Background: an optimization exercise with open tools, aiming at a short achievable clock period and few clock cycles. Do not read the settings as production practice.
Only simulation tests tie the RTL to the original design; equivalence was not proved.

==> v18: inputs <==
## emu16_core
module emu16_core (
    input  wire        clk,
    input  wire        rst,
    input  wire [15:0] boot_offset,
    input  wire [15:0] boot_start,
    input  wire [16:0] boot_len,
    output wire [15:0] boot_addr,
    input  wire [7:0]  boot_data,
    output reg         mem_req,
    output reg         mem_we,
    output reg  [15:0] mem_addr,
    output reg  [7:0]  mem_wdata,
    input  wire        mem_gnt,
    input  wire        mem_rvalid,
    input  wire [7:0]  mem_rdata,
    output wire        bus_out_valid,
    output wire [1:0]  bus_out_chan,
    output wire [15:0] bus_out_data,
    input  wire        bus_out_ready,
    input  wire [2:0]  bus_in_valid,
    input  wire [15:0] bus_in_data0,
    input  wire [15:0] bus_in_data1,
    input  wire [15:0] bus_in_data2,
    output wire [2:0]  bus_in_ready,
    input  wire        irq,
    output wire        halted,
    output wire        boot_failed,
    output reg         fault_valid,
    output reg         fault_kind,       
    output reg         fault_has_op,
    output reg  [3:0]  fault_op,
    output reg  [15:0] fault_ip,
    output reg  [15:0] fault_base,
    output reg  [15:0] fault_offset,
    input  wire [3:0]  dbg_sel,
    output wire [15:0] dbg_data
);
Settings: LEC_CHECK=0, ABC_CLOCK_PERIOD_IN_PS=4500, CAP_MARGIN=20, CORE_MARGIN=2, CORE_UTILIZATION=35, PLACE_DENSITY=0.55, SETUP_SLACK_MARGIN=3, SLEW_MARGIN=20; clock period 8.0 ns.
run.sh (not shown) runs the stock make flow with config.mk's settings and CLKGATE_MAP_FILE= SYNTH_SCRIPT=/design/flow/synth_recipe.tcl, a recipe that flattens the netlist after the stock synthesis.
==> v8: changes against v18 <==
--- a/flow/design.v
+++ b/flow/design.v
@@ -90,14 +90,15 @@
     reg [3:0]  bi_k;
     reg [1:0]  fix_w;
     reg        fix_halt;
     reg [NB-1:0] dirty;
     reg [15:0]   off_r;                 
     reg [17:0]   lim_r;                 
     wire [15:0] pc = x[15];
+    reg [15:0] xr [0:15];
     function [16:0] add16;
         input [15:0] a;
         input [15:0] b;
         input        ci;
         reg   [15:0] g, p, c;
         integer      k, d;
         begin
@@ -352,15 +353,15 @@
     assign boot_addr = (mode == M_BOOT) ? boot_idx[15:0] : ir_addr;
     assign bus_out_valid = bo_v;
     assign bus_out_chan  = bo_ch;
     assign bus_out_data  = bo_data;
     assign bus_in_ready  = bi_rdy;
     assign halted      = (mode == M_HALT);
     assign boot_failed = boot_fail_r;
-    assign dbg_data    = x[dbg_sel];
+    assign dbg_data    = xr[dbg_sel];
     reg [7:0]    nd [0:QD-1];
     reg [QD-1:0] nv, npm, npi;
     reg          fm, fi;
     integer      i;
     always @* begin
         for (i = 0; i < QD; i = i + 1) begin
             if (i + w_cons < QD) begin
@@ -407,14 +408,18 @@
         off_r <= boot_offset;
         lim_r <= {2'b0, boot_offset} + ((boot_len > 17'd4096) ? 18'd4096 : {1'b0, boot_len});
     end
     wire [16:0] bidx1 = boot_idx + 17'd1;
     wire [17:0] bea1  = boot_ea + 18'd1;
     integer j;
     always @(posedge clk) begin
+        for (j = 0; j < 16; j = j + 1)
+            xr[j] <= rst ? 16'd0 : x[j];
+    end
+    always @(posedge clk) begin
         if (rst) begin
             mode        <= M_BOOT;
             for (j = 0; j < 16; j = j + 1)
                 x[j] <= 16'd0;
             irq_pend    <= 1'b0;
             boot_fail_r <= 1'b0;
             boot_idx    <= 17'd0;
Settings changed: ABC_CLOCK_PERIOD_IN_PS 4500 to 3800, SETUP_SLACK_MARGIN 3 to 3.6.
==> v12: changes against v18 <==
--- a/flow/design.v
+++ b/flow/design.v
@@ -32,15 +32,15 @@
     output reg  [15:0] fault_ip,
     output reg  [15:0] fault_base,
     output reg  [15:0] fault_offset,
     input  wire [3:0]  dbg_sel,
     output wire [15:0] dbg_data
 );
     localparam QD = 8;                  
-    localparam NB = 256;                
+    localparam NB = 512;                
     localparam TD = 4;                  
     localparam [2:0] M_BOOT = 3'd0, M_RUN = 3'd1, M_FIX = 3'd2, M_HALT = 3'd3, M_HWAIT = 3'd4;
     localparam [3:0] OP_LOAD = 4'h0, OP_STORE = 4'h1, OP_SET = 4'h2,
                      OP_WBUS = 4'h3, OP_SBUS = 4'h4, OP_RBUS = 4'h5,
                      OP_LJUMP = 4'h6, OP_EJUMP = 4'h7;
     reg [2:0]  mode;
     reg [15:0] x [0:15];
@@ -90,14 +90,15 @@
     reg [3:0]  bi_k;
     reg [1:0]  fix_w;
     reg        fix_halt;
     reg [NB-1:0] dirty;
     reg [15:0]   off_r;                 
     reg [17:0]   lim_r;                 
     wire [15:0] pc = x[15];
+    reg [15:0] xr [0:15];
     function [16:0] add16;
         input [15:0] a;
         input [15:0] b;
         input        ci;
         reg   [15:0] g, p, c;
         integer      k, d;
         begin
@@ -120,16 +121,29 @@
     wire [3:0] fa = b0[3:0];
     wire [3:0] fb = b1[7:4];
     wire [3:0] fc = b1[3:0];
     wire [15:0] ra = x[fa];
     wire [15:0] rb = x[fb];
     wire [15:0] rc = x[fc];
     wire is_bus1   = (op == OP_WBUS) || (op == OP_SBUS) || (op == OP_RBUS);
-    wire fetch_oob = (pc[15:14] != 2'b00) || (pc[13:0] == 14'h3FFF);
-    wire set_oob   = (pc[13:0] == 14'h3FFE);    
+    function fo_of;
+        input [15:0] a;
+        begin
+            fo_of = (a[15:14] != 2'b00) || (a[13:0] == 14'h3FFF);
+        end
+    endfunction
+    function so_of;
+        input [15:0] a;
+        begin
+            so_of = (a[13:0] == 14'h3FFE);
+        end
+    endfunction
+    reg  fo_r, so_r;
+    wire fetch_oob = fo_r;
+    wire set_oob   = so_r;                     
     wire ready = fetch_oob ||
                  (qv[0] && (is_bus1 ||
                             (qv[1] && (op != OP_SET || set_oob || qv[2]))));
     wire blk    = pu_busy && (pu_bad || pu_hit);
     wire go     = (mode == M_RUN) && ready && !blk;
     wire normal = go && !fetch_oob;
     wire [7:0]  bus_chan8 = ra[15:8];
@@ -288,27 +302,28 @@
     wire hold_s  = mr_on && !mem_gnt && (mr_dat || (mode == M_RUN));
     wire st_post = st_want && !hold_s;
     wire u_want  = pu_busy && pu_st && !pu_sec && st_acc;      
     wire want_data = ld_want || st_want || u_want;
     function img_ok;
         input [15:0] a;
         begin
-            img_ok = (a >= off_r) && ({2'b0, a} < lim_r) && !dirty[a[11:4]];
+            img_ok = (a >= off_r) && ({2'b0, a} < lim_r) && !dirty[a[11:3]];
         end
     endfunction
     wire [QD-1:0] am  = qv | qpm | qpi;
     wire [QD-1:0] ams = am >> w_cons;
     wire [QD-1:0] ff1 = ~ams & {ams[QD-2:0], 1'b1};      
     wire [QD-1:0] ff2 = {ff1[QD-2:0], 1'b0};             
     wire en_nf   = boot_fin || ((mode == M_RUN) && !(done && halt_now));
     wire [16:0] fp1_s = add16(fp, 16'd0, 1'b1);
     wire [16:0] fp2_s = add16(fp, 16'd1, 1'b1);
     wire [15:0] fp1 = fp1_s[15:0];
     wire [15:0] fp2 = fp2_s[15:0];
-    wire img_nf  = en_nf && img_ok(fp) && !(pu_busy && pu_st) && !ams[QD-1];
+    wire img_nf  = en_nf && img_ok(fp) && !ams[QD-1] &&
+                   !(pu_busy && pu_st && (fp == pu_base || fp == pu_a1));
     wire mem_nf  = en_nf && !hold && !want_data && tcnt_ok &&
                    (img_nf ? (!ams[QD-2] && fp1[15:14] == 2'b00)
                            : (!ams[QD-1] && fp[15:14] == 2'b00));
     wire en_f    = (mode == M_RUN) && !halt_now;
     wire [16:0] rc1_s = add16(rc, 16'd0, 1'b1);
     wire [15:0] rc1  = rc1_s[15:0];
     wire mem_j   = en_f && !hold_d && !u_want && tcnt_ok && (rc[15:14] == 2'b00);
@@ -352,15 +367,15 @@
     assign boot_addr = (mode == M_BOOT) ? boot_idx[15:0] : ir_addr;
     assign bus_out_valid = bo_v;
     assign bus_out_chan  = bo_ch;
     assign bus_out_data  = bo_data;
     assign bus_in_ready  = bi_rdy;
     assign halted      = (mode == M_HALT);
     assign boot_failed = boot_fail_r;
-    assign dbg_data    = x[dbg_sel];
+    assign dbg_data    = xr[dbg_sel];
     reg [7:0]    nd [0:QD-1];
     reg [QD-1:0] nv, npm, npi;
     reg          fm, fi;
     integer      i;
     always @* begin
         for (i = 0; i < QD; i = i + 1) begin
             if (i + w_cons < QD) begin
@@ -407,16 +422,22 @@
         off_r <= boot_offset;
         lim_r <= {2'b0, boot_offset} + ((boot_len > 17'd4096) ? 18'd4096 : {1'b0, boot_len});
     end
     wire [16:0] bidx1 = boot_idx + 17'd1;
     wire [17:0] bea1  = boot_ea + 18'd1;
     integer j;
     always @(posedge clk) begin
+        for (j = 0; j < 16; j = j + 1)
+            xr[j] <= rst ? 16'd0 : x[j];
+    end
+    always @(posedge clk) begin
         if (rst) begin
             mode        <= M_BOOT;
+            fo_r        <= 1'b0;
+            so_r        <= 1'b0;
             for (j = 0; j < 16; j = j + 1)
                 x[j] <= 16'd0;
             irq_pend    <= 1'b0;
             boot_fail_r <= 1'b0;
             boot_idx    <= 17'd0;
             boot_ea     <= {2'b0, boot_offset};
             bd_r        <= (boot_len == 17'd0);
@@ -519,15 +540,15 @@
                     mr_we    <= 1'b0;
                     mr_dat   <= 1'b0;
                     mr_kill  <= 1'b0;
                     mr_addr  <= mf_addr;
                 end
             end
             if (st_acc && (mr_addr >= off_r) && ({2'b0, mr_addr} < lim_r))
-                dirty[mr_addr[11:4]] <= 1'b1;
+                dirty[mr_addr[11:3]] <= 1'b1;
             if (pu_busy) begin
                 if (pu_bad) begin
                     fault_valid  <= 1'b1;
                     fault_kind   <= pu_kind;
                     fault_has_op <= 1'b1;
                     fault_op     <= pu_op;
                     fault_ip     <= pu_ip;
@@ -565,14 +586,16 @@
             if (mode == M_RUN || boot_fin) begin
                 fp  <= fp_nx;
             end
             case (mode)
                 M_BOOT: begin
                     if (boot_fin) begin
                         x[15] <= boot_start;
+                        fo_r  <= fo_of(boot_start);
+                        so_r  <= so_of(boot_start);
                         mode  <= M_RUN;
                     end else if (bo_r) begin
                         boot_fail_r <= 1'b1;
                         mode        <= M_HALT;
                     end
                     if (mem_gnt && !bd_r && !bo_r) begin
                         boot_idx <= bidx1;
@@ -580,14 +603,16 @@
                         bd_r     <= (bidx1 == boot_len);
                         bl_r     <= (bidx1 + 17'd1 == boot_len);
                         bo_r     <= (bea1[17:14] != 4'd0);
                     end
                 end
                 M_FIX: begin
                     x[15] <= pc + {14'd0, fix_w};
+                    fo_r  <= fo_of(pc + {14'd0, fix_w});
+                    so_r  <= so_of(pc + {14'd0, fix_w});
                     fp    <= pc + {14'd0, fix_w};
                     mode  <= fix_halt ? M_HWAIT : M_RUN;
                 end
                 M_RUN: begin
                     if (done) begin
                         lsq <= 2'd0;
                         lrc <= 1'b0;
@@ -627,14 +652,16 @@
                         end
                         if (wr15) begin
                             fix_w    <= wdt;
                             fix_halt <= halt_now;
                             mode     <= M_FIX;
                         end else begin
                             x[15] <= jump ? rc : pc_seq;
+                            fo_r  <= jump ? fo_of(rc) : fo_of(pc_seq);
+                            so_r  <= jump ? so_of(rc) : so_of(pc_seq);
                             if (halt_now)
                                 mode <= M_HWAIT;
                         end
                     end
                 end
                 M_HWAIT: if (!pu_busy) mode <= M_HALT;
                 default: ;
Settings changed: ABC_CLOCK_PERIOD_IN_PS 4500 to 3800, SETUP_SLACK_MARGIN 3 to 3.6.
==> qor summary <==
                                                                                     v12                       v18                        v8
Area share of the leading cell type in the synthesized netlist                     26.3%                     18.2%                     24.1%
Via count of the first global-routing pass                                         74800                     56500                     62200
Result of the run                                               timing/DRC/antenna clean  timing/DRC/antenna clean  timing/DRC/antenna clean
Clock network area share                                                           5.42%                     5.15%                     5.06%
Fill cell count                                                                    22200                     17300                     18000
Routability cong.                                                                   1.02                      1.01                     0.991
Area added between synthesis and finish                                            27.9%                     19.9%                     32.2%
Critical path buffers and inverters                                                    7                         3                         6
Share of post-route cells with drive strength above 1                              23.4%                     19.4%                     27.5%
Standard-cell rows                                                                   178                       155                       162
Core Area                                                                     0.235 mm^2                0.179 mm^2                0.195 mm^2
Tightest hold margin                                                            0.450 ns                  0.456 ns                  0.447 ns
Worst slew margin                                                                  15.0%                     23.2%                     23.1%
CP arrival                                                                       5.63 ns                   5.53 ns                   5.53 ns
Req. time, crit path                                                             8.76 ns                   8.52 ns                   8.55 ns
Most repeated cell in the gate-level netlist after synthesis    sky130_fd_sc_hd__dfxtp_1  sky130_fd_sc_hd__nand2_1  sky130_fd_sc_hd__dfxtp_1
Startpoint of the most critical hold path                                     dirty[500]                 pu_ip[10]               bo_data[13]
Routed length per placed instance                                                31.8 um                   30.5 um                   31.2 um
Testbench counts of v18, summed over its fixed seeds: cycles 145,575.
Testbench counts of v8, summed over its fixed seeds: cycles 145,575.
Testbench counts of v12, summed over its fixed seeds: cycles 142,693.

## separate check: timing with driven ports
No port has a modelled driver above. Below, the same layouts with a new extraction and two added sets of constraints.
Step 1 sets driving cells, clkbuf_16 on the clock port and buf_2 on the other inputs (assumed; they add their load-dependent delay and slew).
Step 2, shift: input delay + t, output delay - t, t = (earliest + latest rising clock arrival at the registers) / 2. This alone moves slack from input paths to output paths.
Slacks: ideal / step 1 / step 2; pairs: ideal / step 1.
run | shift t [ns] | setup WS [ns] | worst setup path after step 2 | worst data-port slew with drivers (ns) | pins driven straight from the clock port
v18 | 0.857 | 2.988 / 2.886 / 2.231 | input to register | 0.14 | 1
v8 | 0.910 | 3.016 / 3.016 / 2.370 | input to register | 0.20 | 1
v12 | 0.947 | 3.130 / 3.130 / 2.356 | input to register | 0.10 | 1
After both steps every run listed still meets setup and hold. The setup slack of v12, which loses most, moves by 0.000 ns with the drivers and by -0.774 ns with both steps.
